Background: an optimization exercise with open tools, aiming at small area. Do not read the settings as production practice. The RTL was checked by simulation tests, not by an equivalence proof against the original design. Power figures rest on the tool's default switching activity, not on a simulated workload.

Setup of the previous run:
// qseq
module qseq (
    input  wire        clk,
    input  wire        rst,
    input  wire        cmd_valid,
    input  wire [7:0]  cmd_op,
    input  wire [31:0] cmd_addr,
    input  wire [31:0] cmd_len,
    input  wire [31:0] cmd_arg,
    output wire        rdy,
    output wire        done,
    output reg  [7:0]  res_code,
    output wire [2:0]  res_cause,
    output reg  [63:0] res_value,
    output reg  [3:0]  bri_op,
    output wire        bri_clear_all,
    output reg  [7:0]  txn_opcode,
    output wire [23:0] txn_addr,
    output wire [2:0]  txn_addr_lines,
    output wire [5:0]  txn_addr_bits,
    output wire [2:0]  txn_data_lines,
    output wire [4:0]  txn_dummy,
    output wire [1:0]  txn_dir,
    output wire [31:0] txn_len,
    output wire [7:0]  bri_wdata,
    input  wire [2:0]  bri_flags,
    input  wire [7:0]  bri_rdata,
    output wire        hbuf_we,
    output wire        hbuf_re,
    output wire [31:0] hbuf_addr,
    output wire [7:0]  hbuf_wdata,
    input  wire [7:0]  hbuf_rdata
);
For scale: roughly 140 flip-flops.
clock: 10.0 ns
lec_check: 0
abc_area: 1
cap_margin: 20
core_margin: 2
core_utilization: 40
cts_buf_list: sky130_fd_sc_hd__clkbuf_8
place_density: 0.6
slew_margin: 20
standard.sh (not shown) runs the stock make flow with config.mk's settings and CLKGATE_MAP_FILE= SYNTH_SCRIPT=/design/flow/synth_recipe.tcl, a recipe that flattens the netlist after the stock synthesis.
==> flow/flow/run.sh <==
#!/bin/bash
# The standard layout, with each port buffered by the smallest plain buffer
# (sky130_fd_sc_hd__buf_1) instead of the default delay buffer.
set -euo pipefail
export BUFFER_PORTS_ARGS="-buffer_cell sky130_fd_sc_hd__buf_1"
bash standard.sh > standard.log 2>&1
Here is what was changed in the inputs of the current run compared with the previous run.
- CTS_BUF_LIST: sky130_fd_sc_hd__clkbuf_8 -> unset
--- outcome ---
- The routed wire length on the current run is in line with that on the previous run.
- Of the current run and the previous run, the run reporting the lower internal power summed over all cells was the previous run.
- The utilization number comes out higher for the current run vs the previous run.
- The previous run has higher met2 usage in global routing than the current run.
- Summary of the current run over the previous run: smallest setup slack after layout went up by 0.0048 ns, hold slack went down by 0.0056 ns.
- The previous run has lower share of total power in the clock network than the current run.

* * *

Another version of the RTL of qseq (not shown whole).
Size: about 1200 cells after synthesis, roughly 140 flip-flops, roughly 340 I/O pins, ~10000 um^2 of cells after synthesis.
clock: 10.0 ns
lec_check: 0
cap_margin: 20
core_margin: 2
core_utilization: 40
place_density: 0.6
slew_margin: 20
==> flow/flow/run.sh <==
#!/bin/bash
# The standard layout (standard.sh), with two changes:
# - synthesis maps the logic with ABC's default script (flow/abc.script) and
#   leaves adders to ABC instead of extracting half/full-adder cells; the
#   registers are those of the standard synthesis;
# - each port is buffered by the smallest plain buffer (buf_1).
set -euo pipefail
here=$(pwd)
export BUFFER_PORTS_ARGS="-buffer_cell sky130_fd_sc_hd__buf_1"
export MY_ABC_SCRIPT="$here/flow/abc.script"
{
  cat <<'TCL'
# ABC with this flow's script in place of the one the platform picks
proc abc {args} {
  set out {}
  set skip 0
  foreach a $args {
    if {$skip} { set skip 0; lappend out $::env(MY_ABC_SCRIPT); continue }
    if {$a eq "-script"} { set skip 1 }
    lappend out $a
  }
  yosys abc {*}$out
}
# no half/full-adder extraction: ABC maps the adders
proc extract_fa {args} { }
TCL
  cat synth_recipe.tcl
} > my_synth.tcl
sed "s|SYNTH_SCRIPT=[^ ]*|SYNTH_SCRIPT=$here/my_synth.tcl|" standard.sh > my_standard.sh
grep -q "SYNTH_SCRIPT=$here/my_synth.tcl" my_standard.sh
bash my_standard.sh > standard.log 2>&1
==> flow/flow/abc.script <==
strash
&get -n
&fraig -x
&put
scorr
dc2
dretime
strash
&get -n
&dch -f
&nf
&put
Change:
- CORE_UTILIZATION: 40 -> 50
- CTS_BUF_LIST: default -> sky130_fd_sc_hd__clkbuf_8
- PLACE_DENSITY: 0.6 -> 0.7
The changed run finished with timing, DRC and antenna clean.
Routed wire length shrinks by 2.7%.
Total power shrinks by 5.1%.
Via count grows by 1.4%.
Hold slack gets better by 0.0040 ns.
Setup slack gets worse by 0.73 ns.
Register-to-register slack gets worse by 0.07 ns.
Final cell count shrinks by 3.5%.
Final area shrinks by 2.4%.
Synthesized cell count does not change.
Die area shrinks by 20%.

## re-timing with driven ports
In the flow no input, the clock included, has a driving cell. The finished layouts below were timed again as built, in two steps. Step 1 sets driving cells, clkbuf_16 on the clock port and buf_2 on the other inputs (assumed; they add their load-dependent delay and slew). Step 2 times the ports against the registers' clock, not the clock port: input delays grow and output delays shrink by t, the midpoint of the rising clock arrivals with the driver on. Three values: ideal ports, drivers, drivers and shift; two values: the first two.
run | t, ns | setup WS [ns] | hold WS [ns] | slew at the worst register clock pin (ns) | cell pins on the clock port's net
the previous run | 0.504 | 3.425 / 3.425 / 3.425 | 0.483 / 0.483 / 0.483 | 0.11 / 0.11 | 1
the current run | 0.483 | 3.430 / 3.430 / 3.430 | 0.478 / 0.478 / 0.478 | 0.08 / 0.08 | 1
the first run of note 2 | 0.475 | 4.758 / 4.711 / 4.905 | 0.463 / 0.463 / 0.463 | 0.07 / 0.07 | 1
the second run of note 2 | 0.505 | 4.027 / 3.986 / 4.491 | 0.467 / 0.467 / 0.467 | 0.09 / 0.09 | 1
After both steps setup and hold are still met in every run listed.
